What follows belongs to an exercise in optimizing a design on an open flow for small area, a short achievable clock period and few clock cycles; a production flow would make more cautious choices.
The RTL was checked by simulation tests, not by an equivalence proof against the original design.
Power and IR drop assume default switching activity.

File: flow/config.mk
export PLATFORM = sky130hd
export DESIGN_NAME = mkse
export DESIGN_NICKNAME = mkse
export VERILOG_FILES = /design/flow/design.v
export SDC_FILE = /design/flow/constraint.sdc
export NUM_CORES = 4
export LEC_CHECK = 0
export CAP_MARGIN = 20
export CORE_MARGIN = 2
export CORE_UTILIZATION = 55
export SLEW_MARGIN = 20
File: flow/constraint.sdc
create_clock -name core_clock -period 10.0 [get_ports {clk}]
set_input_delay 2.0000 -clock core_clock [delete_from_list [all_inputs] [get_ports {clk}]]
set_output_delay 2.0000 -clock core_clock [all_outputs]
set_load 0.01 [all_outputs]
File: flow/design.v
module mkse_cell_step (
    input  wire [1:0]  st,
    input  wire [15:0] t,
    input  wire        p,
    input  wire [15:0] now,
    input  wire [15:0] nowmd,    
    input  wire [14:0] dp,       
    input  wire [13:0] rt,       
    output wire [1:0]  st_n,
    output wire [15:0] t_n,
    output wire        emit,
    output wire [1:0]  kind
);
    function automatic ge15(input [14:0] a, input [14:0] b);
        reg [15:0] g, q;
        integer s, i;
        begin
            g = {1'b0, a & ~b};
            g[0] = a[0] | ~b[0];
            q = {1'b1, a | ~b};
            for (s = 1; s < 16; s = s * 2)
                for (i = 0; i < 16; i = i + 2 * s) begin
                    g[i] = g[i + s] | (q[i + s] & g[i]);
                    q[i] = q[i + s] & q[i];
                end
            ge15 = g[0];
        end
    endfunction
    function automatic [15:0] add16(input [15:0] a, input [15:0] b);
        reg [15:0] g, q, x;
        integer s, i;
        begin
            x = a ^ b;
            g = a & b;
            q = x;
            for (s = 1; s < 16; s = s * 2)
                for (i = 0; i < 16; i = i + 1)
                    if ((i / s) % 2 == 1) begin
                        g[i] = g[i] | (q[i] & g[(i / s) * s - 1]);
                        q[i] = q[i] & q[(i / s) * s - 1];
                    end
            add16 = x ^ {g[14:0], 1'b0};
        end
    endfunction
    wire s_rel  = (st == 2'd0);
    wire s_pdeb = (st == 2'd1);
    wire s_pr   = (st == 2'd2);
    wire        due_n = now[15] ^ t[15] ^ ge15(now[14:0], t[14:0]);
    wire        due_d = nowmd[15] ^ t[15] ^ ge15(nowmd[14:0], t[14:0]);
    wire        due   = st[0] ? due_d : due_n;
    wire [15:0] adv  = add16(t, st[0] ? {1'b0, dp} : {2'b00, rt});
    wire [15:0] base = s_rel ? now : t;
    wire        upd  = due & (s_pdeb | (s_pr & p));
    reg [1:0] st1, st0;
    always @(*) begin
        case (st)
            2'd0: begin st1 = 2'd1;                st0 = 2'd0;                end
            2'd1: begin st1 = due ? 2'd2 : 2'd1;  st0 = due ? 2'd2 : 2'd1;  end
            2'd2: begin st1 = 2'd2;                st0 = 2'd3;                end
            default: begin st1 = due ? 2'd0 : 2'd3; st0 = due ? 2'd0 : 2'd3; end
        endcase
    end
    assign st_n = p ? st1 : st0;
    assign t_n  = upd ? adv : base;
    assign emit = p ? (s_rel | (s_pr & due)) : s_pr;
    assign kind = p ? (s_rel ? 2'd0 : 2'd2) : 2'd1;
endmodule
module mkse (
    input  wire         clk,
    input  wire         rst_n,
    input  wire         cmd_valid,
    output wire         cmd_ready,
    input  wire [3:0]   cmd_op,
    input  wire [15:0]  cmd_now,
    output reg          rsp_valid,
    output reg  [2:0]   rsp_status,
    output reg          rsp_consumed,
    output reg  [7:0]   rsp_char,
    output reg  [8:0]   rsp_action,
    output reg  [6:0]   rsp_put_full_cnt,
    output reg  [3:0]   rsp_cfg_err,
    input  wire [15:0]  tick_in,
    output wire [7:0]   row_active,
    input  wire [7:0]   col_pressed,
    output wire         shift_ind,
    input  wire [3:0]   cfg_rows,
    input  wire [3:0]   cfg_cols,
    input  wire [6:0]   cfg_umap_len,
    input  wire [511:0] cfg_umap,
    input  wire         cfg_smap_present,
    input  wire [6:0]   cfg_smap_len,
    input  wire [511:0] cfg_smap,
    input  wire         cfg_shift_present,
    input  wire [7:0]   cfg_shift_char,
    input  wire         cfg_ind_present,
    input  wire [1:0]   cfg_policy,
    input  wire [15:0]  cfg_debounce,
    input  wire [15:0]  cfg_rdelay,
    input  wire [15:0]  cfg_rtime,
    input  wire [4:0]   cfg_qcap
);
    localparam [2:0] ST_OK        = 3'd0;
    localparam [2:0] ST_NONE      = 3'd1;
    localparam [2:0] ST_NOT_READY = 3'd2;
    localparam [2:0] ST_ILLEGAL   = 3'd3;
    localparam [2:0] ST_CFG_ERR   = 3'd4;
    localparam [1:0] POL_OFF     = 2'd0;
    localparam [1:0] POL_ONESHOT = 2'd1;
    localparam [1:0] POL_LOCK    = 2'd2;
    localparam [1:0] POL_HOLD    = 2'd3;
    function automatic two_or_more(input [7:0] v);
        reg a0, a1, a2, a3, b0, b1;
        begin
            a0 = v[0] | v[1];  b0 = v[0] & v[1];
            a1 = v[2] | v[3];  b1 = v[2] & v[3];
            a2 = v[4] | v[5];
            a3 = v[6] | v[7];
            two_or_more = b0 | b1 | (v[4] & v[5]) | (v[6] & v[7]) |
                          ((a0 | a1) & (a2 | a3)) | (a0 & a1) | (a2 & a3);
        end
    endfunction
    reg         ready;
    reg         latch;
    reg         cmd_ready_r;
    reg         scanning;
    reg         clr;            
    reg  [2:0]  clrcnt;
    reg  [2:0]  hrow;           
    reg  [7:0]  rdone;          
    reg  [7:0]  row_r;
    wire        cfg1 = clr & (clrcnt == 3'd7);    
    wire        proc;           
    reg  [15:0] now_r;
    reg  [15:0] nowmd_r;        
    reg         shind_r;
    reg  [3:0]  rows, cols;
    reg  [6:0]  ulen, slen;
    reg         spres, shpres, ind, big;
    reg  [1:0]  policy;
    reg  [7:0]  shift_char;
    reg  [4:0]  qcap;
    reg  [13:0] deb, rtm;
    reg  [14:0] dp;             
    reg  [3:0]  cap1;           
    reg  [7:0]  colmask, rowmask;
    reg  [511:0] umap, smap;
    reg  [143:0] qb;
    reg  [3:0]  qw, qr, qn;
    reg  [8:0]  hd;             
    reg  [7:0]  hdh, hdl;       
    reg  [7:0]  pend;
    reg  [15:0] pkind;
    reg  [5:0]  pbase;
    assign cmd_ready  = cmd_ready_r;
    assign row_active = row_r;
    assign shift_ind  = shind_r;
    wire accept = cmd_valid & cmd_ready_r & rst_n;
    wire cfg_load = cmd_valid & cmd_ready_r & op_cfg;
    wire [15:0] now_in = cmd_op[0] ? tick_in : cmd_now;
    function automatic [15:0] sub16(input [15:0] a, input [15:0] b);
        reg [15:0] g, q, x, nb;
        integer s, i;
        begin
            nb = ~b;
            x = a ^ nb;
            g = a & nb;
            g[0] = a[0] | nb[0];
            q = x;
            for (s = 1; s < 16; s = s * 2)
                for (i = 0; i < 16; i = i + 1)
                    if ((i / s) % 2 == 1) begin
                        g[i] = g[i] | (q[i] & g[(i / s) * s - 1]);
                        q[i] = q[i] & q[(i / s) * s - 1];
                    end
            sub16 = x ^ {g[14:0], 1'b1};
        end
    endfunction
    wire op_ill  = cmd_op[3] | (cmd_op[2:0] == 3'd7);
    wire op_nop  = (cmd_op == 4'd0);
    wire op_cfg  = (cmd_op == 4'd1);
    wire op_scan = (cmd_op[3:1] == 3'b001);
    wire op_deq  = (cmd_op[3:1] == 3'b010);
    wire op_nk   = (cmd_op == 4'd4);
    wire op_na   = (cmd_op == 4'd5);
    wire op_clr  = (cmd_op == 4'd6);
    wire [7:0] cfg_n = rows * cols;
    reg  [3:0] code_c;
    reg  [3:0] code;            
    always @(*) begin
        if (rows == 4'd0 || rows > 4'd8)
            code_c = 4'd1;
        else if (cols == 4'd0 || cols > 4'd8)
            code_c = 4'd2;
        else if ({1'b0, ulen} < cfg_n)
            code_c = 4'd3;
        else if (spres && {1'b0, slen} < cfg_n)
            code_c = 4'd4;
        else if (qcap < 5'd2 || qcap > 5'd16)
            code_c = 4'd5;
        else if (big)
            code_c = 4'd6;
        else if (policy != POL_OFF && !shpres)
            code_c = 4'd7;
        else if (policy != POL_OFF && !spres)
            code_c = 4'd8;
        else
            code_c = 4'd0;
    end
    always @(posedge clk) begin
        if (cfg_load) begin
            rows       <= cfg_rows;
            cols       <= cfg_cols;
            ulen       <= cfg_umap_len;
            slen       <= cfg_smap_len;
            spres      <= cfg_smap_present;
            shpres     <= cfg_shift_present;
            ind        <= cfg_ind_present;
            big        <= |{cfg_debounce[15:14], cfg_rdelay[15:14], cfg_rtime[15:14]};
            policy     <= cfg_policy;
            shift_char <= cfg_shift_char;
            qcap       <= cfg_qcap;
            deb        <= cfg_debounce[13:0];
            rtm        <= cfg_rtime[13:0];
            dp         <= {1'b0, cfg_rdelay[13:0]};
            umap       <= cfg_umap;
            smap       <= cfg_smap;
        end else if (cfg1) begin
            dp         <= dp + {1'b0, deb};
        end
    end
    integer k;
    always @(posedge clk) begin
        code <= code_c;
        if (cfg1) begin
            cap1 <= qcap[3:0] - 4'd1;
            for (k = 0; k < 8; k = k + 1) begin
                colmask[k] <= (k < cols);
                rowmask[k] <= (k < rows);
            end
        end
    end
    wire [7:0]  emit;
    wire [15:0] kinds;
    genvar c;
    generate
        for (c = 0; c < 8; c = c + 1) begin : g_lane
            reg  [143:0] cl;
            wire [1:0]   st_n;
            wire [15:0]  t_n;
            wire         em;
            wire [1:0]   kd;
            mkse_cell_step u_step (
                .st    (cl[1:0]),
                .t     (cl[17:2]),
                .p     (col_pressed[c]),
                .now   (now_r),
                .nowmd (nowmd_r),
                .dp    (dp),
                .rt    (rtm),
                .st_n  (st_n),
                .t_n   (t_n),
                .emit  (em),
                .kind  (kd)
            );
            assign emit[c]         = em & colmask[c];
            assign kinds[2*c +: 2] = kd;
            wire [15:0] t7  = proc ? t_n : cl[17:2];
            wire [1:0]  st7 = clr ? 2'd0 : (proc ? st_n : cl[1:0]);
            always @(posedge clk)
                cl <= {t7, st7, cl[143:18]};
        end
    endgenerate
    wire       pv     = |pend;
    wire [7:0] pfirst = pend & (~pend + 8'd1);
    wire [7:0] prest  = pend & ~pfirst;
    reg  [2:0] plane;
    always @(*) begin
        plane = 3'd0;
        for (k = 7; k >= 0; k = k - 1)
            if (pend[k]) plane = k[2:0];
    end
    wire [5:0] pidx  = pbase + {3'd0, plane};
    wire [1:0] pkd   = pkind[2*plane +: 2];
    wire [8:0] entry = {pidx, latch, pkd};
    wire nf  = (qn == cap1);
    wire nf1 = ((qn + 4'd1) == cap1);
    wire q_empty = (qn == 4'd0);
    wire [7:0] rowbit    = 8'd1 << hrow;
    wire [7:0] rowbit_nx = {rowbit[6:0], rowbit[7]};
    wire [7:0] below     = rowbit - 8'd1;
    wire cand      = scanning & ~|(rdone & rowbit);
    wire lower_ok  = &(rdone | ~below);
    wire prest_le1 = ~two_or_more(prest);
    wire cap_ok    = ~|prest;
    wire full_ok   = lower_ok & cap_ok;
    wire no_emit   = ~|emit;
    assign proc    = cand & (full_ok | no_emit);
    wire take      = cand & full_ok;
    wire stall     = two_or_more(emit);
    wire [7:0] rdone_nx = rdone | (proc ? rowbit : 8'd0);
    wire [7:0] pend_nx  = take ? emit : prest;
    wire pend_nx_nz     = take ? ~no_emit : |prest;
    wire pend_nx_le1    = take ? ~stall : prest_le1;
    wire fin            = scanning & (&rdone_nx) & pend_nx_le1;
    wire full_now      = pv & nf;
    wire nfx           = nf | (pv & nf1);
    wire full_last     = nfx & fin & pend_nx_nz;
    wire [6:0] cnt_a   = rsp_put_full_cnt + {6'd0, full_now};
    wire [6:0] cnt_b   = rsp_put_full_cnt + {6'd0, full_now} + 7'd1;
    wire start_scan = accept & ready & ~op_ill & op_scan;
    wire [8:0] head      = hd;
    wire [3:0] qr1       = qr + 4'd1;
    wire [8:0] second    = qb[9*qr1 +: 9];
    wire [5:0] head_idx  = head[8:3];
    wire [1:0] head_kind = head[1:0];
    reg  [7:0] head_raw, head_shft;
    reg  [7:0] ru, rs;
    integer mr, mc, mb;
    always @(*) begin
        for (mb = 0; mb < 8; mb = mb + 1) begin
            for (mr = 0; mr < 8; mr = mr + 1) begin
                ru[mr] = 1'b0;
                rs[mr] = 1'b0;
                for (mc = 0; mc < 8; mc = mc + 1) begin
                    ru[mr] = ru[mr] | (hdl[mc] & umap[8*(8*mr+mc)+mb]);
                    rs[mr] = rs[mr] | (hdl[mc] & smap[8*(8*mr+mc)+mb]);
                end
            end
            head_raw[mb]  = |(hdh & ru);
            head_shft[mb] = |(hdh & rs);
        end
    end
    wire       is_rel    = (head_kind == 2'd1);
    wire       shk_en    = (policy != POL_OFF) & shpres;
    wire       head_is_shift = shk_en & (head_raw == shift_char);
    wire       lat_s = is_rel ? ((policy == POL_HOLD) ? 1'b0 : latch)
                              : ((policy == POL_ONESHOT || policy == POL_LOCK) ? ~latch :
                                 (policy == POL_HOLD) ? 1'b1 : latch);
    wire       lat_n = (~is_rel && policy == POL_ONESHOT) ? 1'b0 : latch;
    wire [7:0] res_char = (policy != POL_OFF && latch) ? head_shft : head_raw;
    wire       res_latch = head_is_shift ? lat_s : lat_n;
    wire deq = accept & ready & ~op_ill & op_deq & ~q_empty;
    wire deq_nk = accept & ready & op_nk & ~q_empty;
    wire latch_s = deq_nk ? lat_s : latch;
    wire latch_n = deq_nk ? lat_n : latch;
    wire latch_nx = head_is_shift ? latch_s : latch_n;
    wire sh_g = rst_n & ~cfg1 & ready & ind;
    always @(posedge clk)
        shind_r <= head_is_shift ? (sh_g & latch_s) : (sh_g & latch_n);
    always @(posedge clk) begin
        if (!rst_n) begin
            ready       <= 1'b0;
            latch       <= 1'b0;
            cmd_ready_r <= 1'b1;
            clr         <= 1'b0;
            scanning    <= 1'b0;
            row_r       <= 8'd0;
            pend        <= 8'd0;
            rsp_valid   <= 1'b0;
            hrow        <= 3'd0;
        end else begin
            hrow      <= hrow + 3'd1;
            rsp_valid <= 1'b0;
            pend      <= pend_nx;
            rdone     <= rdone_nx;
            row_r     <= 8'd0;
            if (clr) begin
                clrcnt <= clrcnt + 3'd1;
                if (cfg1) begin
                    clr         <= 1'b0;
                    ready       <= (code == 4'd0);
                    latch       <= 1'b0;
                    cmd_ready_r <= 1'b1;
                    rsp_valid   <= 1'b1;
                end
            end else if (accept) begin
                if (op_ill || op_nop) begin
                    rsp_valid <= 1'b1;
                end else if (op_cfg) begin
                    cmd_ready_r <= 1'b0;
                    clr         <= 1'b1;
                    clrcnt      <= 3'd0;
                end else if (!ready) begin
                    rsp_valid <= 1'b1;
                end else if (op_scan) begin
                    cmd_ready_r <= 1'b0;
                    scanning    <= 1'b1;
                    rdone       <= ~rowmask;
                    row_r       <= rowbit_nx & rowmask;
                end else begin
                    rsp_valid <= 1'b1;
                    latch     <= latch_nx;
                end
            end else if (scanning) begin
                row_r <= rowbit_nx & ~rdone;
                if (fin) begin
                    scanning    <= 1'b0;
                    rsp_valid   <= 1'b1;
                    cmd_ready_r <= ~pend_nx_nz;
                end
            end else if (pv) begin
                cmd_ready_r <= ~|prest;
            end
        end
    end
    always @(posedge clk) begin
        if (cmd_ready_r) begin
            now_r   <= now_in;
            nowmd_r <= cmd_op[0] ? sub16(tick_in, {2'b00, deb}) : sub16(cmd_now, {2'b00, deb});
        end
        if (take) begin
            pkind <= kinds;
            pbase <= {3'd0, hrow} * {2'b00, cols};
        end
    end
    always @(posedge clk) begin
        if (cfg1 || (accept && ready && op_clr)) begin
            qw <= 4'd0;
            qr <= 4'd0;
            qn <= 4'd0;
        end else if (pv) begin
            qb[9*qw +: 9] <= entry;
            qw <= qw + 4'd1;
            if (nf)
                qr <= qr1;
            else
                qn <= qn + 4'd1;
            if (q_empty || (nf && cap1 == 4'd1)) begin
                hd  <= entry;
                hdh <= 8'd1 << entry[8:6];
                hdl <= 8'd1 << entry[5:3];
            end else if (nf) begin
                hd  <= second;
                hdh <= 8'd1 << second[8:6];
                hdl <= 8'd1 << second[5:3];
            end
        end else if (deq) begin
            qr <= qr1;
            qn <= qn - 4'd1;
            hd  <= second;
            hdh <= 8'd1 << second[8:6];
            hdl <= 8'd1 << second[5:3];
        end
    end
    reg [2:0] st_early;
    always @(*) begin
        st_early = ST_OK;
        if (cfg1)
            st_early = (code != 4'd0) ? ST_CFG_ERR : ST_OK;
        else if (accept) begin
            if (op_ill)
                st_early = ST_ILLEGAL;
            else if (op_nop || op_cfg)
                st_early = ST_OK;
            else if (!ready)
                st_early = ST_NOT_READY;
            else if (op_deq && q_empty)
                st_early = ST_NONE;
        end
    end
    wire nk_case = ~cfg1 & deq_nk;               
    wire ch_en   = nk_case & ~is_rel;
    wire na_case = ~cfg1 & accept & ready & op_na & ~q_empty;
    always @(posedge clk) begin
        rsp_status   <= nk_case ? {2'b00, is_rel | head_is_shift} : st_early;
        rsp_consumed <= ~cfg1 & deq;
        rsp_char     <= (ch_en & ~head_is_shift) ? res_char : 8'd0;
        rsp_action   <= na_case ? head : 9'd0;
        rsp_cfg_err  <= cfg1 ? code : 4'd0;
        rsp_put_full_cnt <= (~cfg1 & ~accept & scanning) ?
                            (full_last ? cnt_b : cnt_a) : 7'd0;
    end
endmodule
File: flow/flow/run.sh
#!/bin/bash
# Layout flow: the standard ORFS flow (standard.sh, synthesis unchanged)
# with two knobs changed: the port buffers are buf_2 cells instead of the
# resizer's default pick, and setup repair aims for a larger slack margin.
# make's full output goes to flow_make.log in the work folder; ORFS keeps
# each step's own log under orfs/logs.
set -euo pipefail
bash standard.sh \
    SETUP_SLACK_MARGIN=6.5 \
    "BUFFER_PORTS_ARGS=-buffer_cell sky130_fd_sc_hd__buf_2" \
    finish > flow_make.log 2>&1
File: flow/standard.sh
#!/bin/bash
# synth_recipe.tcl (not shown) runs the flow's synth.tcl, then flattens the netlist and writes it again
# the make line also repeats each setting of config.mk as NAME=value (left out here)
make -C /OpenROAD-flow-scripts/flow DESIGN_CONFIG=/design/flow/config.mk WORK_HOME=/design/flow/orfs CLKGATE_MAP_FILE= SYNTH_SCRIPT=/design/flow/synth_recipe.tcl "${@:-finish}"
==> run summary, run 1 <==
* Setup Skew at 0.0603 ns
* GRT Util Overall at 0.404
* Type of the worst setup path: reg2reg
* Final critical-path share of the clock period at 0.414
* Required arrival time at the worst endpoint at 10.79 ns
* Via/cell ratio at 6.33
* Worst hold path type: reg2reg
* Overflow left after global routing at 0
* Post-synthesis async set-or-reset flop share at 0
* Endpoint kind of the worst setup timing path: flip-flop
* TritonCTS sink count at 2588
* Worst-case vdd ir drop at 182 µV
* Count of buffers inserted at the top-level ports at 1201
* Number of iterations in the first detailed-routing pass at 8
* I/O pin count at 1202
* Synth Area per Inst at 13.9 µm²
* Maximum fanout along the worst path at 6
* RSZ-0062 raised after global routing: true
* Antenna violations before repair at 167
* Worst Tran Pin Value at 1.17 ns
* Data arrival time at the worst-slack endpoint at 4.93 ns
* Core occupancy in the finished layout at 0.702
* Floorplan die width at 416 µm
* Routed Antenna Nets at 0
* Number of buffers inserted by hold repair at cts at 0
* Share of layout cells above drive strength 1 at 0.325
* Detail Placement HPWL at 246 mm
* Max cap viols at 0
* Overall die height at 416 µm
* Run status: timing/DRC/antenna clean
* Synthesized cell area at 93600 µm²
* Number of nets in the final layout at 9756
* Die ar. at 173000 µm²
* Final weighted congestion in routability-driven placement at 0.989
* Root cell of the clock tree: clkbuf_16
* Clock transition at the registers of the reported paths at 0.07 ns
* Site row count at 151
* DR WL/cell at 33.5 µm
* Global-route wire length before repair at 488 mm
* Final setup violation count at 0
* Final hold viol count at 0
* DRC violations left at 0
* Largest family of logic cells by synthesized area: compound AO/OA/AOI/OAI gates
* Yosys Warn Count at 2
* Sum Neg Setup Slack at 0 ns
* Most common cell after layout, fill and taps aside: edfxtp_1
* Gate Count Post-Synth at 6742
* CORE AREA at 169000 µm²
* Drt total wl at 363 mm
* Vias after detailed routing at 68600
* Most frequent cells in the layout: edfxtp_1, dfxtp_1, buf_2
* Synthesized netlist net count at 8158
* Effective utilization at floorplan at 0.553
* Multiplexer area fraction after synthesis at 0.0295
* Clock period minus final worst setup slack at 4.14 ns
* Synthesized-area fraction occupied by xor and xnor cells at 0.0175
* Synthesized-area fraction occupied by adder cells at 0.0447
* Pin count of the biggest net entering global routing at 100
* Number of design-rule violations left by the first detailed-router iteration at 9797
* CTS Buf Count at 276
* Total power per unit cell area at 190 nW/µm²
* Number of synthesized flops with an enable pin at 1361
* Final Max Slew Viols at 0
* Commonest register cell after synthesis: edfxtp_1
* Maximum buffer depth of the clock tree at 4
* Worst-case hold slack at 0.288 ns
* Complex-gate fraction of the synthesized area at 0.122
* Max Freq at 242 MHz
* Fraction of the yosys area taken by sequential cells at 0.699
* Critical Path Source Type: flip-flop
* Static Leak at 46.0 nW
* Clock insertion delay at the later pin of the skew report at 0.94 ns
* Flip-flop and latch count after synthesis at 2588
* Headroom to the max-slew limit at 0.216
* Post-synth cell types at 90
* H-tree depth reported by CTS at 5
* TritonCTS clock tree: done
* Fraction of the mapped netlist area in simple logic gates at 0.0635
* Via count of the first global-routing pass at 64300
* Syn-to-layout area delta at 27.0%
==> flip-flops by register name, summed over array words and instances (netlist names), 9 cells and up <==
name,count
rsp_action,9
nowmd_r,16
umap,512
rtm,14
smap,512
qb,144
deb,14
pkind,16
g_lane.cl,1152
dp,15
now_r,16
hd,9
==> final timing paths <==
| path | startpoint | end | slack [ns] | cells past startpoint |
|---|---|---|---|---|
| worst max-delay path | now_r[3] | scanning | 5.86 | 17 |
| worst min-delay path | g_lane[0].cl[46] | g_lane[0].cl[28] | 0.29 | 0 |
| worst max register to register | now_r[3] | scanning | 5.86 | 17 |
| worst min register to register | g_lane[0].cl[46] | g_lane[0].cl[28] | 0.29 | 0 |
==> per-stage QoR <==
stage / instances / total power [W] / setup slack (ns) / instance area, µm²
after floorplan: 6742 / 0.0121 / 4.10 / 93700
after global placement: 9945 / 0.0127 / 4.36 / 102000
after detailed placement: 9946 / 0.0127 / 4.26 / 102000
after CTS: 10700 / 0.0225 / 5.93 / 116000
after global routing: 10800 / 0.0231 / 5.70 / 119000
final: 10800 / 0.0226 / 5.86 / 119000
==> synth_stat cells, types with 28 or more instances <==
cell	instances	area share
mux2_2	132	0.016
a22oi_1	600	0.048
o21ai_0	246	0.013
xnor2_1	93	0.0087
or3_1	30	0.0020
mux2i_1	28	0.0030
xor2_1	94	0.0088
nor2_1	277	0.011
fa_1	49	0.010
mux4_2	44	0.011
nand2b_1	84	0.0056
ha_1	208	0.028
o22ai_1	156	0.010
clkbuf_1	233	0.0093
nor3_1	63	0.0034
buf_1	65	0.0026
nand2_1	375	0.015
a21o_1	53	0.0043
inv_1	246	0.0099
and2_1	48	0.0032
nand3_1	52	0.0028
maj3_1	55	0.0059
nor2b_1	46	0.0031
dfxtp_1	1227	0.26
edfxtp_1	1361	0.44
a21oi_1	242	0.013
nand4_1	146	0.0098
o21a_1	32	0.0026
==> metal layers <==
layer | GRT usage | vias to the layer above | routed length (µm)
met4 | 0.212 | 72 | 21800
met3 | 0.124 | 1085 | 47500
met2 | 0.596 | 4979 | 158000
met5 | 0 | - | 473
met1 | 0.538 | 33800 | 135000
li1 | - | 28700 | -
==> repair_timing <==
action / in CTS / in global routing
pin swaps: 155 / 158
buffers inserted: 219 / 57
endpoints found under the setup margin: 1585 / 996
gates resized for setup: 669 / 354
cloned: 50 / 7
==> critical path, cell delays in order, from the launching register on <==
cell and delay (ns):
edfxtp_1 0.46, buf_4 0.20, buf_16 0.15, a222oi_1 0.52
a211oi_4 0.18, o21ai_2 0.21, a21boi_2 0.09, o31a_1 0.35
nor4_4 0.17, buf_6 0.15, buf_6 0.12, nand3_2 0.06
a2111o_1 0.52, buf_4 0.18, buf_6 0.11, a21oi_4 0.23
a21boi_1 0.11, o21a_1 0.17
==> power by group <==
group	switching (W)	leakage, nW	total (W)	internal (W)
sequential	0.0000947	22.3	0.0114	0.0113
clock	0.00413	4.22	0.00982	0.00570
combinational	0.000798	19.5	0.00137	0.000569
total	0.00502	46.0	0.0226	0.0175
==> final cells by class <==
| cell class | instances | area [µm²] |
|---|---|---|
| inverters | 253 | 1040 |
| clock buffers | 393 | 8010 |
| well taps | 2218 | 2780 |
| diodes | 81 | 203 |
| flip-flops and latches | 2588 | 65500 |
| multi-input cells | 3584 | 29100 |
| repair inverters | 3 | 22.5 |
| fillers | 11800 | 50400 |
| repair buffers | 1634 | 11700 |
| clock inverters | 76 | 559 |
==> kinds of logic after synthesis <==
group / after synthesis
DFF: 2588
muxes: 204
AOI/OAI and AO/OA: 1655
buffers and inverters: 575
and+or+nand+nor: 1217
adders and majority gates: 316
xor gates and xnor gates: 187
Testbench counts, summed over its fixed seeds: cycles 50,403.
==> inputs of run 2 (changes only) <==
--- a/flow/design.v
+++ b/flow/design.v
@@ -301,9 +301,16 @@
     wire [7:0] pend_nx  = take ? emit : prest;
     wire pend_nx_nz     = take ? ~no_emit : |prest;
-    wire pend_nx_le1    = take ? ~stall : prest_le1;
-    wire fin            = scanning & (&rdone_nx) & pend_nx_le1;
+    wire others_done   = &(rdone | rowbit);
+    wire one_prest     = |prest & prest_le1;
+    wire rest_case     = rdone[hrow] | cand;    
+    wire fin_take      = scanning & others_done & take;
+    wire fin_rest      = scanning & others_done & ~take & prest_le1;
+    wire fin           = (fin_take & ~stall) |
+                         (fin_rest & (rdone[hrow] | (cand & no_emit)));
     wire full_now      = pv & nf;
     wire nfx           = nf | (pv & nf1);
-    wire full_last     = nfx & fin & pend_nx_nz;
+    wire one_emit      = ~no_emit & ~stall;
+    wire full_last     = nfx & ((fin_take & one_emit) |
+                                (fin_rest & one_prest & (rdone[hrow] | (cand & no_emit))));
     wire [6:0] cnt_a   = rsp_put_full_cnt + {6'd0, full_now};
     wire [6:0] cnt_b   = rsp_put_full_cnt + {6'd0, full_now} + 7'd1;
==> flow/flow/run.sh (replaced) <==
#!/bin/bash
# Layout flow: the standard ORFS flow (standard.sh, synthesis unchanged)
# with two knobs changed: the port buffers are buf_1 cells instead of the
# resizer's default pick, and setup repair aims for a larger slack margin.
# make's full output goes to flow_make.log in the work folder; ORFS keeps
# each step's own log under orfs/logs.
set -euo pipefail
bash standard.sh \
    SETUP_SLACK_MARGIN=6.5 \
    "BUFFER_PORTS_ARGS=-buffer_cell sky130_fd_sc_hd__buf_1" \
    finish > flow_make.log 2>&1
==> run summary, run 2 <==
* Die ar. at 174000 µm²
* Setup Skew at 0.0775 ns
* Worst-case vdd ir drop at 191 µV
* Synthesized netlist net count at 8115
* RSZ-0062 raised after global routing: true
* DRC violations left at 0
* Register containing the most flip-flops in the final layout: g_lane.cl
* Sequential cell fraction of total power at 0.496
* Clock insertion delay at the later pin of the skew report at 0.97 ns
* Required arrival time at the worst endpoint at 10.84 ns
* Share of total power consumed by net switching at 0.231
* Type of the worst setup path: reg2reg
* Maximum fanout along the worst path at 4
* Number of buffers inserted by hold repair at cts at 0
* Share of layout cells above drive strength 1 at 0.186
* Site row count at 151
* Total net switching power at 0.00532 W
* Worst Tran Pin Value at 1.17 ns
* Max FFs per register at 1152
* Ranking of synthesized cells by area: edfxtp_1, dfxtp_1, a22oi_1, ha_1, mux2_2
* Core occupancy in the finished layout at 0.694
* Commonest register cell after synthesis: edfxtp_1
* Routed Antenna Nets at 0
* Final Max Slew Viols at 0
* Vias after detailed routing at 68800
* Gate Count Post-Synth at 6699
* Number of synthesized flops with an enable pin at 1361
* Post-synthesis async set-or-reset flop share at 0
* Dominant cell type by area after synthesis: edfxtp_1
* CORE AREA at 169000 µm²
* Maximum buffer depth of the clock tree at 4
* Leading post-synthesis cells by instance count: edfxtp_1, dfxtp_1, a22oi_1
* Antenna violations before repair at 108
* Clock transition at the registers of the reported paths at 0.06 ns
* Static Leak at 43.3 nW
* Yosys Warn Count at 2
* TritonCTS sink count at 2588
* Final weighted congestion in routability-driven placement at 1.00
* Syn-to-layout area delta at 25.4%
* Drt total wl at 367 mm
* Most frequent cells in the layout: edfxtp_1, dfxtp_1, buf_1
* Count of buffers inserted at the top-level ports at 1201
* CTS Buf Count at 274
* Endpoint kind of the worst setup timing path: flip-flop
* Via count of the first global-routing pass at 63800
* Fraction of the yosys area taken by sequential cells at 0.698
* GRT Util Overall at 0.406
* Pin count of the biggest net entering global routing at 153
* Max Freq at 251 MHz
* Number of iterations in the first detailed-routing pass at 7
* Synth Area per Inst at 14.0 µm²
* Number of design-rule violations left by the first detailed-router iteration at 10500
* I/O pin count at 1202
* TritonCTS clock tree: done
* Run status: timing/DRC/antenna clean
* Synthesized cell area at 93700 µm²
* Critical Path Source Type: flip-flop
* Root cell of the clock tree: clkbuf_16
* Headroom to the max-slew limit at 0.217
* Total power per unit cell area at 196 nW/µm²
* Post-synth cell types at 93
* Most common cell after layout, fill and taps aside: edfxtp_1
* Floorplan die width at 417 µm
* Final hold viol count at 0
* Overflow left after global routing at 0
* Final setup violation count at 0
* Effective utilization at floorplan at 0.554
* Via/cell ratio at 6.34
* H-tree depth reported by CTS at 5
* Final critical-path share of the clock period at 0.398
* Flip-flop and latch count after synthesis at 2588
* Leading cell type by number of instances after synthesis: edfxtp_1
* Global-route wire length before repair at 490 mm
* Data arrival time at the worst-slack endpoint at 4.82 ns
* Max cap viols at 0
* Detail Placement HPWL at 257 mm
* Synth top area share at 0.436
* Internal power at 0.0177 W
* Number of nets in the final layout at 9770
* Overall die height at 417 µm
* Sum Neg Setup Slack at 0 ns
* Clock network fraction of total power at 0.428
* Clock period minus final worst setup slack at 3.98 ns
* DR WL/cell at 33.8 µm
* Combinational share of power at 0.076
* Worst hold path type: reg2reg
* Top Registers: g_lane.cl: 1152 flops, smap: 512 flops, umap: 512 flops
## run 2: power groups by stage
| stage | clock network (W) | logic [W] | registers (W) |
|---|---|---|---|
| 6_report | 0.00985 | 0.00176 | 0.0114 |
| 3_3_place_gp | 0 | 0.00136 | 0.0116 |
| 2_1_floorplan | 0 | 0.000810 | 0.0116 |
| 3_5_place_dp | 0 | 0.00138 | 0.0116 |
| 4_1_cts | 0.00990 | 0.00162 | 0.0114 |
| 5_1_grt | 0.0103 | 0.00184 | 0.0114 |
## run 2: worst paths after layout
check | from | endpoint | slack, ns | cells after the start
worst max register to register | now_r[0] | rsp_put_full_cnt[5] | 6.02 | 15
worst min register to register | g_lane[2].cl[142] | g_lane[2].cl[124] | 0.28 | 0
worst max-delay path | now_r[0] | rsp_put_full_cnt[5] | 6.02 | 15
worst min-delay path | g_lane[2].cl[142] | g_lane[2].cl[124] | 0.28 | 0
## run 2: what timing repair did
action	in CTS	in global routing
pin swaps	179	140
setup buffers	233	79
gates cloned	37	14
setup endpoints to repair	1587	880
resized for setup	646	302
## run 2: logic make-up (layout without fill, tap and decap cells)
logic type / after synthesis / in the layout / share of synthesized area
muxes: 217 / 217 / 0.0310
xor gates and xnor gates: 185 / 185 / 0.0173
buffers and inverters: 570 / 2415 / 0.0232
and+or+nand+nor: 1212 / 1216 / 0.0641
other: 0 / 74 / 0
DFF: 2588 / 2588 / 0.698
AOI/OAI and AO/OA: 1604 / 1606 / 0.121
adders and majority gates: 323 / 323 / 0.0453
## run 2: metrics by stage
stage / setup slack [ns] / hold slack [ns] / area, µm² / instances / total power (W)
after floorplan: 3.95 / 0.310 / 93800 / 6699 / 0.0124
after CTS: 6.05 / 0.276 / 115000 / 10700 / 0.0229
after global routing: 5.97 / 0.270 / 117000 / 10800 / 0.0236
after detailed placement: 4.04 / 0.312 / 101000 / 9932 / 0.0130
after global placement: 4.05 / 0.310 / 101000 / 9931 / 0.0130
final: 6.02 / 0.280 / 118000 / 10800 / 0.0230
## run 2: worst max-delay path, stage by stage (launching register included)
cell,delay (ns)
edfxtp_1,0.42
buf_12,0.17
buf_4,0.14
inv_4,0.08
a211oi_2,0.09
nor4_4,0.47
o2111ai_2,0.21
nand4_1,0.23
a41oi_4,0.20
buf_4,0.21
nor3_4,0.26
nand4_1,0.23
a2111o_2,0.62
buf_6,0.18
a211oi_2,0.19
mux2i_1,0.20
## run 2: cell type report
class,count,area (µm²)
multi-input combinational,3547,28900
inverter,265,1120
sequential,2588,65500
clock buffer,376,7850
clock inverter,96,764
fill,12000,51800
timing repair inverter,1,8.76
tap,2218,2780
timing repair buffer,1677,10400
antenna,74,185
## run 2: per-layer routing
metal,part of all wire,up-vias,wire length (µm),GRT usage
met4,0.053,60,19400,0.189
met1,0.38,33800,139000,0.550
met3,0.14,1014,50700,0.143
met5,0.0010,-,379,0
li1,-,28800,-,-
met2,0.43,5142,158000,0.585
Testbench counts of run 2, summed over its fixed seeds: cycles 50,403.
==> inputs of run 3 (changes only) <==
--- a/flow/design.v
+++ b/flow/design.v
@@ -184,5 +184,6 @@
     wire op_na   = (cmd_op == 4'd5);
     wire op_clr  = (cmd_op == 4'd6);
-    wire [7:0] cfg_n = rows * cols;
+    reg  [7:0] cfg_n;           
+    always @(posedge clk) cfg_n <= rows * cols;
     reg  [3:0] code_c;
     reg  [3:0] code;            
==> run summary, run 3 <==
* Required arrival time at the worst endpoint at 10.76 ns
* Final Max Slew Viols at 0
* Clock period minus final worst setup slack at 4.06 ns
* Worst Tran Pin Value at 1.18 ns
* Synth Area per Inst at 14.0 µm²
* Flip-flop and latch count after synthesis at 2596
* Synthesized netlist net count at 8080
* Met3 capacity usage during global routing at 0.155
* Final setup violation count at 0
* Cell area after placement at 101000 µm²
* Ranking of synthesized cells by area: edfxtp_1, dfxtp_1, a22oi_1, ha_1, mux2_2
* Yosys Warn Count at 2
* Count of buffers inserted at the top-level ports at 1201
* Final critical-path share of the clock period at 0.406
* DRC violations left at 0
* Via count of the first global-routing pass at 62700
* Number of buffers inserted by hold repair at cts at 0
* Clock network fraction of total power at 0.441
* Global-route wire length before repair at 479 mm
* Detail Placement HPWL at 252 mm
* Hold endpoint: g_lane[0].cl[66]
* Final weighted congestion in routability-driven placement at 1.02
* Worst-case vdd ir drop at 184 µV
* Headroom to the max-slew limit at 0.213
* Startpoint of the lowest-slack hold path: g_lane[0].cl[84]
* GRT Util Overall at 0.397
* Critical register-to-register path endpoint: g_lane[7].cl[131]
* Antenna violations before repair at 123
* Commonest register cell after synthesis: edfxtp_1
* Syn-to-layout area delta at 23.1%
* Post-synth cell types at 95
* Sum Neg Setup Slack at 0 ns
* Clock transition at the registers of the reported paths at 0.06 ns
* Share of total power consumed by net switching at 0.223
* Total power per unit cell area at 198 nW/µm²
* Effective utilization at floorplan at 0.553
* Sequential Area at 65700 µm²
* Max FFs per register at 1152
* Met2 track demand over resource in global routing at 0.576
* Launching point of the worst reg2reg path: now_r[1]
* Met1 routing resource usage after global routing at 0.528
* Overflow left after global routing at 0
* Reg2reg setup slack at 5.94 ns
* Worst reg-to-reg path cell count at 13
* Number of synthesized flops with an enable pin at 1361
* Internal power at 0.0177 W
* RSZ-0062 raised after global routing: true
* Total net switching power at 0.00508 W
* Combined area of the multi-input logic cells at 27800 µm²
* Register containing the most flip-flops in the final layout: g_lane.cl
* TritonCTS clock tree: done
* Die ar. at 173000 µm²
* Data arrival time at the worst-slack endpoint at 4.81 ns
* Maximum buffer depth of the clock tree at 4
* Post-synthesis async set-or-reset flop share at 0
* Synthesized cell area at 93500 µm²
* GRT busiest layer: met2
* Max cap viols at 0
* Number of nets in the final layout at 9613
* Top Registers: g_lane.cl: 1152 flops, smap: 512 flops, umap: 512 flops
* Count of fill cells added during filler insertion at 12300
* Run status: timing/DRC/antenna clean
* Routed Antenna Nets at 0
* Final hold viol count at 0
* Combinational share of power at 0.058
* Max Freq at 247 MHz
* Static Leak at 42.2 nW
* Share of layout cells above drive strength 1 at 0.163
* Sequential cell fraction of total power at 0.502
* Synth top area share at 0.437
* Number of design-rule violations left by the first detailed-router iteration at 9439
* Maximum fanout along the worst path at 13
* Drt total wl at 356 mm
* CORE AREA at 169000 µm²
* Most frequent cells in the layout: edfxtp_1, dfxtp_1, buf_1
* Number of iterations in the first detailed-routing pass at 12
* Gate Count Post-Synth at 6664
* Critical Path Source Type: flip-flop
* TritonCTS sink count at 2596
* Overall die height at 416 µm
* Cell depth of the worst min-delay path at 0
* Fraction of the yosys area taken by sequential cells at 0.701
* Endpoint kind of the worst setup timing path: flip-flop
* Final std cell area, no fill at 115000 µm²
* Vias after detailed routing at 67100
* CTS Buf Count at 276
* Worst hold path type: reg2reg
* Root cell of the clock tree: clkbuf_16
* Leading post-synthesis cells by instance count: edfxtp_1, dfxtp_1, a22oi_1
* Leading cell type by number of instances after synthesis: edfxtp_1
* DR WL/cell at 33.3 µm
* I/O pin count at 1202
* Type of the worst setup path: reg2reg
* Via/cell ratio at 6.28
* Pin count of the biggest net entering global routing at 149
* Clock insertion delay at the later pin of the skew report at 0.93 ns
* Setup Skew at 0.0641 ns
* H-tree depth reported by CTS at 5
* Most common cell after layout, fill and taps aside: edfxtp_1
* Site row count at 151
* Dominant cell type by area after synthesis: edfxtp_1
* Floorplan die width at 416 µm
## run 3: changes by cell type after synthesis, moves of 17 or more
cell	previous run	this run
o21ai_0	223	246
a21o_1	49	66
o221a_2	17	0
a2bb2oi_1	21	4
nand2_1	364	344
nand3_1	61	38
a21oi_1	170	213
nand2b_1	85	64
o22ai_1	99	130
a22oi_1	633	608
## run 3: how the worst max path moves through the flow
stage / startpoint / to / slack, ns / depth (start not counted)
2_1_floorplan: cmd_op[0] / clrcnt[0] / 4.09 / 6
3_3_place_gp: col_pressed[6] / g_lane[5].cl[143] / 4.15 / 13
3_5_place_dp: col_pressed[6] / g_lane[5].cl[143] / 4.16 / 12
4_1_cts: now_r[11] / g_lane[4].cl[133] / 6.08 / 19
5_1_grt: nowmd_r[4] / g_lane[7].cl[131] / 5.93 / 10
6_report: now_r[1] / g_lane[7].cl[131] / 5.94 / 13
## run 3: critical path: stages (launching register included)
cell	delay (ns)
edfxtp_1	0.38
buf_4	0.23
nor2_4	0.30
a222oi_1	0.17
o211ai_1	0.54
and3_1	0.27
a211o_1	0.17
a21bo_2	0.24
and4bb_4	0.39
a31oi_4	0.17
buf_6	0.20
buf_16	0.13
a211o_4	0.31
a222oi_1	0.40
## run 3: metrics by stage
stage / power (W) / hold WS (ns) / setup slack (ns) / instances / utilization
after floorplan: 0.0122 / 0.310 / 4.09 / 6664 / -
after global placement: 0.0127 / 0.310 / 4.15 / 9882 / 0.594
after detailed placement: 0.0127 / 0.312 / 4.16 / 9883 / 0.594
after global routing: 0.0233 / 0.298 / 5.93 / 10700 / 0.680
after CTS: 0.0227 / 0.293 / 6.08 / 10500 / 0.668
final: 0.0227 / 0.294 / 5.94 / 10700 / 0.681
## run 3: routing by layer
| metal | vias up | routed length, µm |
|---|---|---|
| met2 | 4842 | 153000 |
| met5 | - | 298 |
| li1 | 28400 | - |
| met3 | 928 | 50300 |
| met4 | 52 | 18200 |
| met1 | 32900 | 134000 |
## run 3: repair_timing
action,in CTS,in global routing
pin swaps,135,86
cloned,26,8
gates resized for setup,479,262
setup endpoints to repair,1554,865
buffers inserted,148,71
## run 3: cell type report
cell class                 instances  area share
timing repair inverter             1   0.0000435
clock inverter                   105     0.00801
multi-input combinational       3511       0.241
tap                             2218      0.0241
antenna                           75     0.00163
inverter                         259     0.00922
clock buffer                     372      0.0681
sequential                      2596       0.571
timing repair buffer            1552      0.0768
## run 3: power groups by stage
stage,clock (W),sequential (W),combinational (W)
final,0.0100,0.0114,0.00131
after floorplan,0,0.0116,0.000609
after global placement,0,0.0116,0.00106
after detailed placement,0,0.0116,0.00107
after global routing,0.0105,0.0114,0.00137
after CTS,0.0101,0.0114,0.00121
## run 3: cell families (layout without fill, tap and decap cells)
kind of cell / Yosys count / in the layout / share of synthesized area
flops: 2596 / 2596 / 0.701
compound gates: 1646 / 1653 / 0.123
simple gates: 1155 / 1158 / 0.0608
buf+inv: 567 / 2289 / 0.0239
fa+ha+maj: 315 / 315 / 0.0446
mux: 196 / 196 / 0.0287
xor+xnor: 189 / 189 / 0.0177
other cells: 0 / 75 / 0
Testbench counts of run 3, summed over its fixed seeds: cycles 50,403.
==> inputs of run 4 (changes only) <==
--- a/flow/config.mk
+++ b/flow/config.mk
@@ -9,3 +9,6 @@
 export CORE_MARGIN = 2
 export CORE_UTILIZATION = 55
+export CTS_CLUSTER_DIAMETER = 80
+export CTS_CLUSTER_SIZE = 25
 export SLEW_MARGIN = 20
+export TNS_END_PERCENT = 10
==> run summary, run 4 <==
* Overflow left after global routing at 0
* Via count of the first global-routing pass at 60800
* Site row count at 151
* Detail Placement HPWL at 247 mm
* Pre-CTS WS at 4.20 ns
* Number of nets in the final layout at 9455
* Combinational share of power at 0.069
* Maximum buffer depth of the clock tree at 3
* Required arrival time at the worst endpoint at 10.57 ns
* Clock insertion delay at the later pin of the skew report at 0.84 ns
* Worst Tran Pin Value at 1.14 ns
* Yosys Warn Count at 2
* Floorplan die width at 416 µm
* DRC violations left at 0
* Syn-to-layout area delta at 17.6%
* Most common cell after layout, fill and taps aside: edfxtp_1
* Synthesized cell area at 93500 µm²
* Dominant cell type by area after synthesis: edfxtp_1
* Worst-case vdd ir drop at 171 µV
* Number of design-rule violations left by the first detailed-router iteration at 9858
* Clock network fraction of total power at 0.338
* Routed Antenna Nets at 0
* Synth top area share at 0.437
* DR WL/cell at 33.2 µm
* Count of buffers inserted at the top-level ports at 1201
* Total power per unit cell area at 175 nW/µm²
* CORE AREA at 169000 µm²
* Leading cell type by number of instances after synthesis: edfxtp_1
* Endpoint kind of the worst setup timing path: flip-flop
* Setup Skew at 0.0438 ns
* Register containing the most flip-flops in the final layout: g_lane.cl
* Share of total power consumed by net switching at 0.236
* Root cell of the clock tree: clkbuf_16
* TritonCTS clock tree: done
* Run status: timing/DRC/antenna clean
* Overall die height at 416 µm
* Max FFs per register at 1152
* Headroom to the max-slew limit at 0.235
* Flip-flop and latch count after synthesis at 2596
* Post-layout power at 0.0192 W
* Critical Path Source Type: input pin
* Most frequent cells in the layout: edfxtp_1, dfxtp_1, buf_1
* Type of the worst setup path: in2reg
* Data arrival time at the worst-slack endpoint at 4.55 ns
* Top Registers: g_lane.cl: 1152 flops, smap: 512 flops, umap: 512 flops
* Max cap viols at 0
* Global-route wire length before repair at 465 mm
* Number of iterations in the first detailed-routing pass at 7
* Static Leak at 39.6 nW
* Number of synthesized flops with an enable pin at 1361
* TritonCTS sink count at 2596
* Final Max Slew Viols at 0
* Antenna violations before repair at 111
* Share of layout cells above drive strength 1 at 0.130
* Ranking of synthesized cells by area: edfxtp_1, dfxtp_1, a22oi_1, ha_1, mux2_2
* Synthesized netlist net count at 8080
* Post-synthesis async set-or-reset flop share at 0
* Internal power at 0.0147 W
* RSZ-0062 raised after global routing: true
* I/O pin count at 1202
* Sum Neg Setup Slack at 0 ns
* Synth Area per Inst at 14.0 µm²
* Clock transition at the registers of the reported paths at 0.10 ns
* Sequential cell fraction of total power at 0.593
* Leading post-synthesis cells by instance count: edfxtp_1, dfxtp_1, a22oi_1
* Final Worst Setup Slack at 6.02 ns
* Effective utilization at floorplan at 0.553
* Drt total wl at 346 mm
* Post-synth cell types at 95
* Fraction of the yosys area taken by sequential cells at 0.701
* Final weighted congestion in routability-driven placement at 0.955
* Pin count of the biggest net entering global routing at 188
* H-tree depth reported by CTS at 4
* Vias after detailed routing at 65600
* Via/cell ratio at 6.29
* Final critical-path share of the clock period at 0.398
* GRT Util Overall at 0.384
* Worst hold path type: reg2reg
* Core occupancy in the finished layout at 0.650
* Final setup violation count at 0
* Die ar. at 173000 µm²
* Commonest register cell after synthesis: edfxtp_1
* Final hold viol count at 0
* Total net switching power at 0.00453 W
* Gate Count Post-Synth at 6664
* Maximum fanout along the worst path at 3
* CTS Buf Count at 138
* Clock period minus final worst setup slack at 3.98 ns
* Reg2reg setup slack at 6.03 ns
* Max Freq at 251 MHz
run 4: cell counts after synthesis:
No cell type changed its count.
run 4: repair_timing:
action / CTS / global route
endpoints found under the hold margin: 0 / 0
pin swaps: 112 / 89
endpoints found under the setup margin: 1371 / 1290
gates cloned: 20 / 11
hold buffers: 0 / 0
gates resized for setup: 289 / 270
buffers inserted: 119 / 84
run 4: worst max-delay path, cell delays in order:
cell	delay, ns
buf_8	0.10
inv_4	0.05
ha_4	0.12
fa_2	0.20
nor2b_1	0.05
o21ai_1	0.18
a21boi_1	0.09
o21a_1	0.18
o21a_1	0.19
o21a_1	0.20
o31a_1	0.28
o2111a_1	0.29
o21a_1	0.22
nor3_2	0.16
xnor2_1	0.14
mux2i_1	0.09
run 4: cells by family after synthesis:
group,count (synthesis),synth area share
adders and majority gates,315,0.0446
muxes,196,0.0287
and+or+nand+nor,1155,0.0608
xor gates and xnor gates,189,0.0177
buffers and inverters,567,0.0239
AOI/OAI and AO/OA,1646,0.123
DFF,2596,0.701
run 4: path summary, 6_finish.rpt:
check / end / cells past startpoint / start
setup / recovery: nowmd_r[15] / 16 / tick_in[0]
hold / removal: g_lane[5].cl[35] / 0 / g_lane[5].cl[53]
setup reg to reg: g_lane[7].cl[130] / 16 / now_r[12]
hold reg to reg: g_lane[5].cl[35] / 0 / g_lane[5].cl[53]
run 4: power by group through the flow:
stage / sequential [W] / combinational, W / clock (W)
floorplan: 0.0116 / 0.000609 / 0
global placement: 0.0117 / 0.00106 / 0
detailed placement: 0.0117 / 0.00107 / 0
CTS: 0.0114 / 0.00119 / 0.00655
global route: 0.0114 / 0.00140 / 0.00691
finish: 0.0114 / 0.00133 / 0.00650
run 4: per-stage QoR:
| step | cell area, µm² | cells | hold slack, ns |
|---|---|---|---|
| after floorplan | 93600 | 6664 | 0.310 |
| after global placement | 100000 | 9879 | 0.310 |
| after detailed placement | 100000 | 9879 | 0.312 |
| after CTS | 108000 | 10300 | 0.321 |
| after global routing | 110000 | 10400 | 0.321 |
| final | 110000 | 10400 | 0.317 |
run 4: per-layer routing:
layer,GRT usage,vias to the layer above,part of all wire
li1,-,27900,-
met4,0.161,38,0.046
met3,0.131,723,0.13
met1,0.530,32400,0.39
met5,0,-,0.00082
met2,0.556,4510,0.43
run 4: cell type report:
| class | count | area, µm² |
|---|---|---|
| flip-flops and latches | 2596 | 65600 |
| fillers | 12800 | 59100 |
| multi-input cells | 3509 | 27400 |
| repair buffers | 1534 | 8380 |
| clock buffers | 176 | 3670 |
| well taps | 2218 | 2780 |
| inverters | 259 | 1080 |
| clock inverters | 60 | 826 |
| diodes | 67 | 168 |
| repair inverters | 1 | 5.00 |
==> inputs of run 5 (changes only) <==
--- a/flow/design.v
+++ b/flow/design.v
@@ -3,53 +3,19 @@
     input  wire [15:0] t,
     input  wire        p,
+    input  wire        due,      
     input  wire [15:0] now,
-    input  wire [15:0] nowmd,    
-    input  wire [14:0] dp,       
-    input  wire [13:0] rt,       
     output wire [1:0]  st_n,
-    output wire [15:0] t_n,
+    output wire [15:0] t_n,      
+    output wire [1:0]  addsel,
     output wire        emit,
     output wire [1:0]  kind
 );
-    function automatic ge15(input [14:0] a, input [14:0] b);
-        reg [15:0] g, q;
-        integer s, i;
-        begin
-            g = {1'b0, a & ~b};
-            g[0] = a[0] | ~b[0];
-            q = {1'b1, a | ~b};
-            for (s = 1; s < 16; s = s * 2)
-                for (i = 0; i < 16; i = i + 2 * s) begin
-                    g[i] = g[i + s] | (q[i + s] & g[i]);
-                    q[i] = q[i + s] & q[i];
-                end
-            ge15 = g[0];
-        end
-    endfunction
-    function automatic [15:0] add16(input [15:0] a, input [15:0] b);
-        reg [15:0] g, q, x;
-        integer s, i;
-        begin
-            x = a ^ b;
-            g = a & b;
-            q = x;
-            for (s = 1; s < 16; s = s * 2)
-                for (i = 0; i < 16; i = i + 1)
-                    if ((i / s) % 2 == 1) begin
-                        g[i] = g[i] | (q[i] & g[(i / s) * s - 1]);
-                        q[i] = q[i] & q[(i / s) * s - 1];
-                    end
-            add16 = x ^ {g[14:0], 1'b0};
-        end
-    endfunction
     wire s_rel  = (st == 2'd0);
     wire s_pdeb = (st == 2'd1);
     wire s_pr   = (st == 2'd2);
-    wire        due_n = now[15] ^ t[15] ^ ge15(now[14:0], t[14:0]);
-    wire        due_d = nowmd[15] ^ t[15] ^ ge15(nowmd[14:0], t[14:0]);
-    wire        due   = st[0] ? due_d : due_n;
-    wire [15:0] adv  = add16(t, st[0] ? {1'b0, dp} : {2'b00, rt});
-    wire [15:0] base = s_rel ? now : t;
-    wire        upd  = due & (s_pdeb | (s_pr & p));
+    assign t_n = s_rel ? now : t;
+    wire [1:0] add1 = s_rel ? 2'd3 : ((s_pdeb & due) ? 2'd1 : ((s_pr & due) ? 2'd2 : 2'd0));
+    wire [1:0] add0 = (s_pdeb & due) ? 2'd1 : (s_pr ? 2'd3 : 2'd0);
+    assign addsel = p ? add1 : add0;
     reg [1:0] st1, st0;
     always @(*) begin
@@ -62,5 +28,4 @@
     end
     assign st_n = p ? st1 : st0;
-    assign t_n  = upd ? adv : base;
     assign emit = p ? (s_rel | (s_pr & due)) : s_pr;
     assign kind = p ? (s_rel ? 2'd0 : 2'd2) : 2'd1;
@@ -132,16 +97,16 @@
     wire        proc;           
     reg  [15:0] now_r;
-    reg  [15:0] nowmd_r;        
     reg         shind_r;
     reg  [3:0]  rows, cols;
     reg  [6:0]  ulen, slen;
+    reg         qbad;           
     reg         spres, shpres, ind, big;
     reg  [1:0]  policy;
     reg  [7:0]  shift_char;
-    reg  [4:0]  qcap;
     reg  [13:0] deb, rtm;
-    reg  [14:0] dp;             
+    reg  [13:0] rdl;            
     reg  [3:0]  cap1;           
-    reg  [7:0]  colmask, rowmask;
+    wire [7:0]  colmask = ~(8'hFF << cols);
+    wire [7:0]  rowmask = ~(8'hFF << rows);
     reg  [511:0] umap, smap;
     reg  [143:0] qb;
@@ -158,22 +123,4 @@
     wire cfg_load = cmd_valid & cmd_ready_r & op_cfg;
     wire [15:0] now_in = cmd_op[0] ? tick_in : cmd_now;
-    function automatic [15:0] sub16(input [15:0] a, input [15:0] b);
-        reg [15:0] g, q, x, nb;
-        integer s, i;
-        begin
-            nb = ~b;
-            x = a ^ nb;
-            g = a & nb;
-            g[0] = a[0] | nb[0];
-            q = x;
-            for (s = 1; s < 16; s = s * 2)
-                for (i = 0; i < 16; i = i + 1)
-                    if ((i / s) % 2 == 1) begin
-                        g[i] = g[i] | (q[i] & g[(i / s) * s - 1]);
-                        q[i] = q[i] & q[(i / s) * s - 1];
-                    end
-            sub16 = x ^ {g[14:0], 1'b1};
-        end
-    endfunction
     wire op_ill  = cmd_op[3] | (cmd_op[2:0] == 3'd7);
     wire op_nop  = (cmd_op == 4'd0);
@@ -184,8 +131,11 @@
     wire op_na   = (cmd_op == 4'd5);
     wire op_clr  = (cmd_op == 4'd6);
-    reg  [7:0] cfg_n;           
-    always @(posedge clk) cfg_n <= rows * cols;
+    reg  [7:0] cfg_n;
     reg  [3:0] code_c;
-    reg  [3:0] code;            
+    reg  [3:0] code;
+    always @(posedge clk) begin
+        cfg_n <= rows * cols;
+        code  <= code_c;
+    end
     always @(*) begin
         if (rows == 4'd0 || rows > 4'd8)
@@ -197,5 +147,5 @@
         else if (spres && {1'b0, slen} < cfg_n)
             code_c = 4'd4;
-        else if (qcap < 5'd2 || qcap > 5'd16)
+        else if (qbad)
             code_c = 4'd5;
         else if (big)
@@ -214,4 +164,6 @@
             ulen       <= cfg_umap_len;
             slen       <= cfg_smap_len;
+            qbad       <= (cfg_qcap < 5'd2) || (cfg_qcap > 5'd16);
+            cap1       <= cfg_qcap[3:0] - 4'd1;
             spres      <= cfg_smap_present;
             shpres     <= cfg_shift_present;
@@ -220,47 +172,58 @@
             policy     <= cfg_policy;
             shift_char <= cfg_shift_char;
-            qcap       <= cfg_qcap;
             deb        <= cfg_debounce[13:0];
             rtm        <= cfg_rtime[13:0];
-            dp         <= {1'b0, cfg_rdelay[13:0]};
+            rdl        <= cfg_rdelay[13:0];
             umap       <= cfg_umap;
             smap       <= cfg_smap;
-        end else if (cfg1) begin
-            dp         <= dp + {1'b0, deb};
         end
     end
     integer k;
-    always @(posedge clk) begin
-        code <= code_c;
-        if (cfg1) begin
-            cap1 <= qcap[3:0] - 4'd1;
-            for (k = 0; k < 8; k = k + 1) begin
-                colmask[k] <= (k < cols);
-                rowmask[k] <= (k < rows);
-            end
-        end
-    end
     wire [7:0]  emit;
     wire [15:0] kinds;
+    function automatic ge8(input [7:0] a, input [7:0] b);
+        reg [7:0] g, q;
+        integer s, i;
+        begin
+            g = a & ~b;
+            g[0] = a[0] | ~b[0];
+            q = a | ~b;
+            for (s = 1; s < 8; s = s * 2)
+                for (i = 0; i < 8; i = i + 2 * s) begin
+                    g[i] = g[i + s] | (q[i + s] & g[i]);
+                    q[i] = q[i + s] & q[i];
+                end
+            ge8 = g[0];
+        end
+    endfunction
+    wire [15:0] now_sel = cmd_ready_r ? now_in : now_r;
     genvar c;
     generate
         for (c = 0; c < 8; c = c + 1) begin : g_lane
             reg  [143:0] cl;
+            reg  [1:0]   add7;
+            reg          lo_r;          
+            wire [15:0]  t1s = cl[35:20];
+            always @(posedge clk)
+                lo_r <= ge8(now_sel[7:0], t1s[7:0]);
+            wire [15:0]  t0s = cl[17:2];
+            wire         due_c = now_r[15] ^ t0s[15] ^
+                                 ge8({now_r[14:8], lo_r}, {t0s[14:8], 1'b1});
             wire [1:0]   st_n;
             wire [15:0]  t_n;
+            wire [1:0]   an;
             wire         em;
             wire [1:0]   kd;
             mkse_cell_step u_step (
-                .st    (cl[1:0]),
-                .t     (cl[17:2]),
-                .p     (col_pressed[c]),
-                .now   (now_r),
-                .nowmd (nowmd_r),
-                .dp    (dp),
-                .rt    (rtm),
-                .st_n  (st_n),
-                .t_n   (t_n),
-                .emit  (em),
-                .kind  (kd)
+                .st     (cl[1:0]),
+                .t      (cl[17:2]),
+                .p      (col_pressed[c]),
+                .due    (due_c),
+                .now    (now_r),
+                .st_n   (st_n),
+                .t_n    (t_n),
+                .addsel (an),
+                .emit   (em),
+                .kind   (kd)
             );
             assign emit[c]         = em & colmask[c];
@@ -268,6 +231,11 @@
             wire [15:0] t7  = proc ? t_n : cl[17:2];
             wire [1:0]  st7 = clr ? 2'd0 : (proc ? st_n : cl[1:0]);
-            always @(posedge clk)
-                cl <= {t7, st7, cl[143:18]};
+            wire [13:0] iv  = (add7 == 2'd1) ? rdl : (add7 == 2'd2) ? rtm :
+                              (add7 == 2'd3) ? deb : 14'd0;
+            wire [15:0] t6  = cl[143:128] + {2'b00, iv};
+            always @(posedge clk) begin
+                add7 <= proc ? an : 2'd0;
+                cl   <= {t7, st7, t6, cl[127:126], cl[125:18]};
+            end
         end
     endgenerate
@@ -281,6 +249,15 @@
             if (pend[k]) plane = k[2:0];
     end
-    wire [5:0] pidx  = pbase + {3'd0, plane};
-    wire [1:0] pkd   = pkind[2*plane +: 2];
+    reg  [5:0] pidx;
+    reg  [1:0] pkd;
+    always @(*) begin
+        pidx = 6'd0;
+        pkd  = 2'd0;
+        for (k = 0; k < 8; k = k + 1)
+            if (pfirst[k]) begin
+                pidx = pidx | (pbase + k[5:0]);
+                pkd  = pkd | pkind[2*k +: 2];
+            end
+    end
     wire [8:0] entry = {pidx, latch, pkd};
     wire nf  = (qn == cap1);
@@ -415,5 +392,4 @@
         if (cmd_ready_r) begin
             now_r   <= now_in;
-            nowmd_r <= cmd_op[0] ? sub16(tick_in, {2'b00, deb}) : sub16(cmd_now, {2'b00, deb});
         end
         if (take) begin
==> run summary, run 5 <==
* Final critical-path share of the clock period at 0.389
* Floorplan die width at 409 µm
* Gate Count Post-Synth at 6202
* I/O pin count at 1202
* Most common cell after layout, fill and taps aside: edfxtp_1
* Endpoint kind of the worst setup timing path: flip-flop
* Ranking of synthesized cells by area: edfxtp_1, dfxtp_1, a22oi_1, mux2_2, ha_1
* Final Worst Setup Slack at 6.11 ns
* Worst Tran Pin Value at 1.15 ns
* Clock insertion delay at the later pin of the skew report at 0.80 ns
* Leading cell type by number of instances after synthesis: edfxtp_1
* Share of layout cells above drive strength 1 at 0.153
* Fraction of the yosys area taken by sequential cells at 0.720
* Top Registers: g_lane.cl: 1152 flops, smap: 512 flops, umap: 512 flops
* Setup Skew at 0.0339 ns
* Worst hold path type: reg2reg
* Static Leak at 38.2 nW
* Max Freq at 257 MHz
* Maximum fanout along the worst path at 8
* Global-route wire length before repair at 428 mm
* Data arrival time at the worst-slack endpoint at 4.61 ns
* Commonest register cell after synthesis: edfxtp_1
* Effective utilization at floorplan at 0.553
* GRT Util Overall at 0.366
* Sum Neg Setup Slack at 0 ns
* Via/cell ratio at 6.13
* Number of nets in the final layout at 8946
* TritonCTS clock tree: done
* Post-layout power at 0.0182 W
* Overflow left after global routing at 0
* Flip-flop and latch count after synthesis at 2583
* Worst-case hold slack at 0.317 ns
* H-tree depth reported by CTS at 4
* Clock period minus final worst setup slack at 3.89 ns
* CTS Buf Count at 134
* Final setup violation count at 0
* Detail Placement HPWL at 230 mm
* Number of buffers inserted by hold repair at cts at 0
* Root cell of the clock tree: clkbuf_16
* Antenna violations before repair at 89
* Post-synthesis async set-or-reset flop share at 0
* Count of buffers inserted at the top-level ports at 1201
* Site row count at 148
* Pre-CTS WS at 4.45 ns
* Drt total wl at 323 mm
* Required arrival time at the worst endpoint at 10.72 ns
* Final hold viol count at 0
* Syn-to-layout area delta at 18.1%
* Leading post-synthesis cells by instance count: edfxtp_1, dfxtp_1, a22oi_1
* Critical Path Source Type: input pin
* Die ar. at 167000 µm²
* Via count of the first global-routing pass at 56000
* Headroom to the max-slew limit at 0.236
* Post-synth cell types at 96
* TritonCTS sink count at 2583
* Pin count of the biggest net entering global routing at 167
* Final weighted congestion in routability-driven placement at 0.974
* Core occupancy in the finished layout at 0.653
* DR WL/cell at 32.6 µm
* Maximum buffer depth of the clock tree at 3
* Number of iterations in the first detailed-routing pass at 6
* Register containing the most flip-flops in the final layout: g_lane.cl
* Synth top area share at 0.439
* Synthesized cell area at 90100 µm²
* CORE AREA at 163000 µm²
* Type of the worst setup path: in2reg
* Routed Antenna Nets at 0
* Clock transition at the registers of the reported paths at 0.10 ns
* Dominant cell type by area after synthesis: edfxtp_1
* Synthesized netlist net count at 7550
* Vias after detailed routing at 60900
* Max FFs per register at 1152
* Final Max Slew Viols at 0
* Run status: timing/DRC/antenna clean
* RSZ-0062 raised after global routing: true
* Worst-case vdd ir drop at 209 µV
* Overall die height at 409 µm
* Total power per unit cell area at 172 nW/µm²
* Synth Area per Inst at 14.5 µm²
* Number of design-rule violations left by the first detailed-router iteration at 9399
* Most frequent cells in the layout: edfxtp_1, dfxtp_1, buf_1
* Yosys Warn Count at 2
* Max cap viols at 0
* DRC violations left at 0
* Number of synthesized flops with an enable pin at 1317
[run 5: logic make-up (layout without fill, tap and decap cells)]
kind of cell,after synthesis,count (layout),synth area share
flip-flops,2583,2583,0.720
AND/OR/NAND/NOR,1011,1011,0.0554
XOR/XNOR,191,191,0.0186
AO/OA/AOI/OAI,1458,1458,0.112
buffers and inverters,422,1911,0.0185
multiplexers,305,305,0.0432
other,0,57,0
adder cells (fa/ha/maj),232,232,0.0323
[run 5: through the flow]
stage / instances / area [µm²]
after floorplan: 6202 / 90100
after global placement: 9370 / 97000
after detailed placement: 9370 / 97000
after CTS: 9714 / 104000
after global routing: 9899 / 106000
final: 9923 / 106000
[run 5: final timing paths]
path	startpoint	to	slack [ns]	depth (start not counted)
worst min-delay path	g_lane[2].cl[67]	g_lane[2].cl[49]	0.32	0
worst max-delay path	cmd_op[0]	g_lane[6].lo_r	6.11	14
worst min register to register	g_lane[2].cl[67]	g_lane[2].cl[49]	0.32	0
worst max register to register	now_r[10]	g_lane[1].cl[133]	6.21	16
[run 5: repair_timing]
action                                  in CTS  in global routing
gates cloned                                13                 18
hold endpoints to repair                     0                  0
gates resized for setup                    324                269
pin swaps                                   61                193
buffers inserted                           102                134
endpoints found under the setup margin    1587               1427
[run 5: worst max-delay path, stage by stage]
cell       delay [ns]
clkbuf_16        0.13
buf_12           0.13
mux2i_2          0.14
nand2_1          0.12
o21ai_4          0.14
buf_8            0.21
o22ai_1          0.13
o21ai_1          0.08
maj3_2           0.31
maj3_2           0.32
maj3_2           0.32
maj3_2           0.33
a21o_1           0.19
o21ai_1          0.07
[run 5: metal layers]
metal,global-route usage,up-vias,routed length (µm),share of wire
li1,-,26200,-,-
met1,0.520,30400,130000,0.40
met2,0.555,3651,144000,0.45
met3,0.0825,582,35000,0.11
met4,0.128,28,13500,0.042
met5,0,-,186,0.00058
[run 5: cell type report]
cell class	count	area, µm²
Multi-Input combinational cell	3197	25200
Antenna cell	57	143
Fill cell	12200	56400
Timing Repair Buffer	1566	8720
Tap cell	2175	2720
Inverter	116	462
Clock inverter	53	593
Clock buffer	176	3630
Sequential cell	2583	64900
[run 5: report_power, final]
part | leakage, nW | switching, W | total (W) | internal, W
Clock | 2.05 | 0.00352 | 0.00627 | 0.00276
Combinational | 14.0 | 0.000443 | 0.000715 | 0.000273
Sequential | 22.1 | 0.0000685 | 0.0113 | 0.0112
Testbench counts of run 5, summed over its fixed seeds: cycles 50,403.

port drivers added, routing unchanged:
The results above use ideal ports. As a check the final layouts listed here were re-extracted and re-timed, cells and wires unchanged. Step 1, drivers: a clkbuf_16 drives clk and a buf_2 each remaining input, both assumed. Step 2 adds t to the input delays and takes it off the output delays; t is the mean of the earliest and latest rising clock arrival at the registers after step 1. Input paths then give back, and output paths get back, about the clock's delay inside the block. Three values: ideal, step 1, step 2; two values: the first two.
| run | t (ns) | slack for setup (ns) | clock arrival spread, ns |
|---|---|---|---|
| run 1 | 1.010 | 5.860 / 5.822 / 4.812 | 0.065 / 0.065 |
| run 2 | 1.026 | 6.022 / 5.960 / 4.934 | 0.082 / 0.082 |
| run 3 | 0.994 | 5.945 / 5.945 / 5.040 | 0.067 / 0.067 |
| run 4 | 0.911 | 6.021 / 6.033 / 5.132 | 0.048 / 0.047 |
| run 5 | 0.874 | 6.108 / 6.140 / 5.266 | 0.035 / 0.034 |
After both steps setup and hold are still met in every run listed. The setup slack of run 2, which loses most, moves by -0.062 ns with the drivers and by -1.088 ns with both steps.
